This design comes from an exercise in tuning for small area, a short achievable clock period and few clock cycles per item on the open sky130 flow, not from production work. In this exercise RTL edits were held to simulation tests only and were not proved equivalent to the original. No activity file was given, so power comes from the tool's default toggle rates.

## flow/design.v (module list and top-level ports; edited modules follow where they fit)
// module sine_renderer: 2924 lines
module sine_renderer (
  input  wire        clk,
  input  wire        rst,
  input  wire        cmd_valid,
  output wire        cmd_ready,
  input  wire [63:0] cmd_data,
  output wire        wr_valid,
  output wire [31:0] wr_addr,
  output wire        wr_size,
  output wire [31:0] wr_data,
  input  wire        wr_ready,
  input  wire        wr_resp_valid,
  input  wire        wr_resp_err,
  output reg  [2:0]  st_phase,
  output wire        st_done,
  output wire        st_fault,
  output wire [3:0]  st_cause,
  output reg  [31:0] st_nsamp,
  output reg  [63:0] st_finfo
);
  // ...
==> flow/run.sh <==
#!/bin/bash
# synth_recipe.tcl (not shown) runs the flow's synth.tcl, then flattens the netlist and writes it again
# the make line also repeats each setting of config.mk as NAME=value (left out here)
make -C /OpenROAD-flow-scripts/flow DESIGN_CONFIG=/design/flow/config.mk WORK_HOME=/design/flow/orfs CLKGATE_MAP_FILE= SYNTH_SCRIPT=/design/flow/synth_recipe.tcl finish
==> flow/config.mk <==
export PLATFORM = sky130hd
export DESIGN_NAME = sine_renderer
export DESIGN_NICKNAME = sine_renderer
export VERILOG_FILES = /design/flow/design.v
export SDC_FILE = /design/flow/constraint.sdc
export NUM_CORES = 4
export LEC_CHECK = 0
export CAP_MARGIN = 20
export CORE_MARGIN = 2
export CORE_UTILIZATION = 30
export PLACE_DENSITY = 0.5
export SLEW_MARGIN = 20
export SYNTH_MEMORY_MAX_BITS = 16384
==> flow/constraint.sdc <==
create_clock -name core_clock -period 12.0 [get_ports {clk}]
set_input_delay 2.4000 -clock core_clock [delete_from_list [all_inputs] [get_ports {clk}]]
set_output_delay 2.4000 -clock core_clock [all_outputs]
set_load 0.01 [all_outputs]
==> reports/qor.csv, run 1 <==
stage,metric,value,unit
finish,bufs w/o clock,604,
die,die width,715,um
power,Seq power,4.56,mW
finish,Seq cells,1145,
critical_path,WP depth,22,
yosys,main flop type after synthesis,edfxtp_1,
yosys,Commonest cells post-synth,"inv_1, fa_1, a21oi_1, nand2_1, nor2_1",
yosys,Post-synth EDFFs,642,
finish,Regs by FF count,"st_finfo (64), fA (55)",
critical_path,Crit path largest cell delay,790,ps
place,post-DP HPWL,468000,um
yosys,Mapped Avg Cell Area,8.44,sq um
critical_path,CP dominant cell by count,inv_1,
power,Net Sw Power,6.11,mW
power,Reg power frac,0.287,
power,clock power share,0.329,
sta,RSZ-0062 raised after global routing,false,
power,clock network power,5.23,mW
place,Placement Cell Area,0.161,sq mm
status,status,timing/DRC/antenna clean,
finish,Largest Register,st_finfo,
clocking,"Setup Fix Bufs, Post-CTS",0,
clocking,"Clk Latency, worst-skew pair",910,ps
finish,Multi-input gate area,0.109,sq mm
route,met2 wire len,268000,um
sta,worst setup margin,3900,ps
yosys,XOR/XNOR share of the synthesized area,0.0779,
critical_path,critical path class,flop to flop,
critical_path,startpoint types,flop,
global_routing,met3 usage,0.0435,
finish,area grow syn2layout,9.95,%
critical_path,Slowest cell on crit path,buf_4,
Testbench counts, summed over its fixed seeds: cycles 154,402, items 76,561.
==> run 2: changes to the inputs <==
--- a/flow/config.mk
+++ b/flow/config.mk
@@ -9,4 +9,5 @@
 export CORE_MARGIN = 2
-export CORE_UTILIZATION = 30
-export PLACE_DENSITY = 0.5
+export CORE_UTILIZATION = 40
+export PLACE_DENSITY = 0.6
+export SETUP_SLACK_MARGIN = 4.5
 export SLEW_MARGIN = 20
==> reports/qor.csv, run 2 <==
stage,metric,value,unit,change
yosys,Yosys top cell by area,fa_1,,unchanged
global_routing,GRT Total Usage,0.307,,was 0.235
flow_run,max-cap violation count,0,,unchanged
die,Die Ht,620,um,was 715 um
clocking,CTS tree,done,,unchanged
place,Port Buffers,238,,unchanged
yosys,Synth cell types,123,,unchanged
die,area of the die,0.384,sq mm,was 0.512 sq mm
place,Placer Congestion,1.03,,was 1.05
yosys,post-synth top area share,0.225,,unchanged
finish,"commonest non-fill, non-tap cell in the layout",inv_1,,unchanged
route,Pre-antenna DRT Iters,10,,was 8
yosys,synthesized area,0.152,sq mm,unchanged
finish,most frequent cells in the layout,"inv_1, fa_1, a21oi_1",,unchanged
finish,final std cells w/o fill,22700,,was 24300
sta,worst slew pin tran,1370,ps,about the same
yosys,Synth Warn #,1,,unchanged
die,num ports,242,,unchanged
finish,area grow syn2layout,8.76,%,was 9.95%
yosys,"count leader, synth",inv_1,,unchanged
global_routing,GRT Residual Overflow,0,,unchanged
sta,Hold Slack,412,ps,was 418 ps
yosys,Commonest cells post-synth,"inv_1, fa_1, a21oi_1, nand2_1, nor2_1",,unchanged
sta,Peak Freq,139,MHz,was 123 MHz
finish,Regs by FF count,"st_finfo (64), fA (55)",,unchanged
yosys,main flop type after synthesis,edfxtp_1,,unchanged
sta,Final Setup Violations,0,,unchanged
clocking,"Clk Latency, worst-skew pair",890,ps,was 910 ps
yosys,main area contributors after synthesis,"fa_1, edfxtp_1, ha_1, dfxtp_1, inv_1",,unchanged
critical_path,Reg2Reg Setup Slack,4780,ps,was 3900 ps
yosys,Mapped Avg Cell Area,8.44,sq um,unchanged
yosys,Post-synth EDFFs,642,,unchanged
critical_path,startpoint of the worst register-to-register path,par$_SDFFE_PP0P_,,unchanged
sta,Final Cycle Share,0.601,,was 0.675
clocking,Sink Count,1145,,unchanged
die,core area,0.378,sq mm,was 0.505 sq mm
route,initial drt markers,14500,,was 13400
global_routing,first-pass GRT wire length,878000,um,was 897000 um
yosys,Synth Register Bits,1145,,unchanged
sta,endpoints failing hold,0,,unchanged
route,vias per cell,5.81,,was 5.37
sta,Max Slew Vio Count,0,,unchanged
critical_path,Worst Setup EP,x1[49]$_DFFE_PP_,,was y2[45]$_DFFE_PP_
sta,Slew Limit Headroom,0.0783,,was 0.0827
global_routing,largest net degree at the start of global routing,117,,was 162
worst_hold_path,hold crit path type,flop to flop,,unchanged
sta,skew final,56.5,ps,was 83.8 ps
die,die width,620,um,was 715 um
critical_path,CP Data Required Time,12640,ps,was 12580 ps
clocking,hold_buf cts,0,,unchanged
die,Starting Density,0.401,,was 0.301
status,status,timing/DRC/antenna clean,,unchanged
power,Total Power,15.5,mW,was 15.9 mW
power,Leak,70.3,nW,was 70.1 nW
global_routing,vias in the first global route,127000,,about the same
place,DP Cell Count,22300,,was 24000
place,post-DP HPWL,457000,um,was 468000 um
sta,min cycle time layout,7220,ps,was 8100 ps
yosys,Syn Inst Count,18000,,unchanged
clocking,H-tree lvl count,4,,unchanged
finish,max FFs per register,64,,unchanged
clocking,"CTS clk-pin slew, worst paths",60,ps,about the same
route,total number of vias,132000,,was 131000
critical_path,startpoint types,flop,,unchanged
yosys,fraction of the yosys area taken by sequential cells,0.193,,unchanged
clocking,CTS Buf Count,151,,was 158
worst_hold_path,worst hold start,th1[7]$_DFFE_PP_,,was th1[14]$_DFFE_PP_
finish,fin nets,20100,,about the same
critical_path,CP Capture Type,flop,,unchanged
yosys,fraction of registers with async set or reset after synthesis,0,,unchanged
clocking,CTS Buffer Depth,4,,unchanged
critical_path,r2r endpoint,x1[49]$_DFFE_PP_,,was y2[45]$_DFFE_PP_
finish,layout cells sized above 1,0.0564,,was 0.0531
critical_path,Worst EP arrival,7850,ps,was 8680 ps
route,WL/cell,26.4,um,was 25.2 um
global_routing,initial antenna violation count,47,,was 43
critical_path,FF-to-FF path depth,23,,was 22
critical_path,critical path class,flop to flop,,unchanged
critical_path,CP max FO,89,,was 161
sta,setup tns final,0,ps,unchanged
clocking,clock root buffer,clkbuf_16,,unchanged
die,FP Rows,226,,was 261
power,pwr/cell area,94.1,mW/mm^2,was 95.2 mW/mm^2
critical_path,launch point of the critical path,par$_SDFFE_PP0P_,,unchanged
power,"IR drop worst, VDD",144,uV,was 118 uV
finish,Finished Core Util,0.436,,was 0.331
route,antenna-violating nets left,0,,unchanged
route,drc violations,0,,unchanged
route,aggregate routed wire length,600000,um,was 614000 um
finish,Largest Register,st_finfo,,unchanged
sta,RSZ-0062 raised after global routing,false,,unchanged
## run 2: repair_timing
action	CTS	global route
resized for setup	11	49
buffers inserted	7	25
pin swaps	2	2
setup endpoints to repair	162	158
gates cloned	3	0
## run 2: report_power, final
group	internal (mW)	switching [mW]	leakage, nW	total [mW]
Clock	2.72	2.05	2.41	4.77
Sequential	4.46	0.101	10.0	4.56
Combinational	2.21	3.99	57.8	6.20
## run 2: final cells by class
type,count,area (sq um)
Timing Repair Buffer,662,6000
Clock inverter,88,998
Inverter,2557,9620
Antenna cell,27,67.6
Sequential cell,1145,29400
Tap cell,5016,6280
Multi-Input combinational cell,13000,109000
Fill cell,37700,213000
Clock buffer,188,4060
## run 2: stage by stage
| stage | setup WS (ps) | area, sq um |
|---|---|---|
| after floorplan | 670 | 152000 |
| after global placement | 3080 | 159000 |
| after detailed placement | 3180 | 159000 |
| after CTS | 4440 | 165000 |
| after global routing | 4500 | 165000 |
| final | 4780 | 165000 |
## run 2: how the worst min path moves through the flow
stage | to | cells after the start | slack, ps
after floorplan | b2[0]$_DFFE_PP_ | 0 | 400
after global placement | nh3$_DFFE_PP_ | 0 | 400
after detailed placement | thT[4]$_DFFE_PP_ | 0 | 410
after CTS | thT[4]$_DFFE_PP_ | 0 | 420
after global routing | thT[7]$_DFFE_PP_ | 0 | 420
final | thT[7]$_DFFE_PP_ | 0 | 410
## run 2: cell families (layout without fill, tap and decap cells)
group,Yosys count,count (layout),synth area share
AOI/OAI and AO/OA,4781,4781,0.197
xor gates and xnor gates,1350,1350,0.0779
adders and majority gates,2716,2716,0.305
buffers and inverters,3849,3495,0.0954
DFF,1145,1145,0.193
muxes,221,221,0.0153
other,1,30,0.0000247
and+or+nand+nor,3933,3933,0.116
## run 2: worst max-delay path, cell delays in order (launching register included)
cell	delay (ps)
dfxtp_4	570
buf_4	200
mux2i_4	230
buf_12	380
xor2_4	320
buf_4	220
buf_4	350
xnor2_1	230
fa_1	570
inv_1	40
ha_1	320
o21a_1	130
o21ai_0	90
or2_2	280
a31oi_1	260
o21ai_0	220
a21oi_1	500
nor2_1	120
o221a_2	360
o22ai_1	320
o311ai_1	210
o2111ai_1	250
a21oi_1	120
xnor2_1	360
## run 2: per-layer routing
metal  track usage  vias to the layer above  wire (um)
met4         0.153                       24      35700
met2         0.478                     6074     263000
li1              -                    59600          -
met3        0.0618                     1386      52000
met1         0.406                    64700     248000
met5             0                        -        182

==> re-timing with driven ports <==
Ports are ideal in the flow. The routed layouts listed here were re-timed in OpenROAD.
Step 1 sets driving cells, clkbuf_16 on the clock port and buf_2 on the other inputs (assumed; they add their load-dependent delay and slew).
Step 2 moves the port delays by t, midway between the first and last clock arrival at a register: inputs arrive t later, outputs are due t later. That takes back most of the time a late clock gives input paths.
Slacks: ideal ports / drivers / drivers and shift; pairs: ideal ports / drivers.
run | shift t [ns] | slack for setup (ns) | worst setup path after step 2 | cell pins on the clock port's net
run 1 | 0.996 | 3.899 / 3.899 / 3.601 | input to register | 1
run 2 | 0.980 | 4.783 / 4.740 / 4.031 | input to register | 1
After both steps setup and hold are still met in every run listed. For run 2, which loses most, drivers alone change the setup slack by -0.043 ns; drivers and shift together by -0.752 ns.
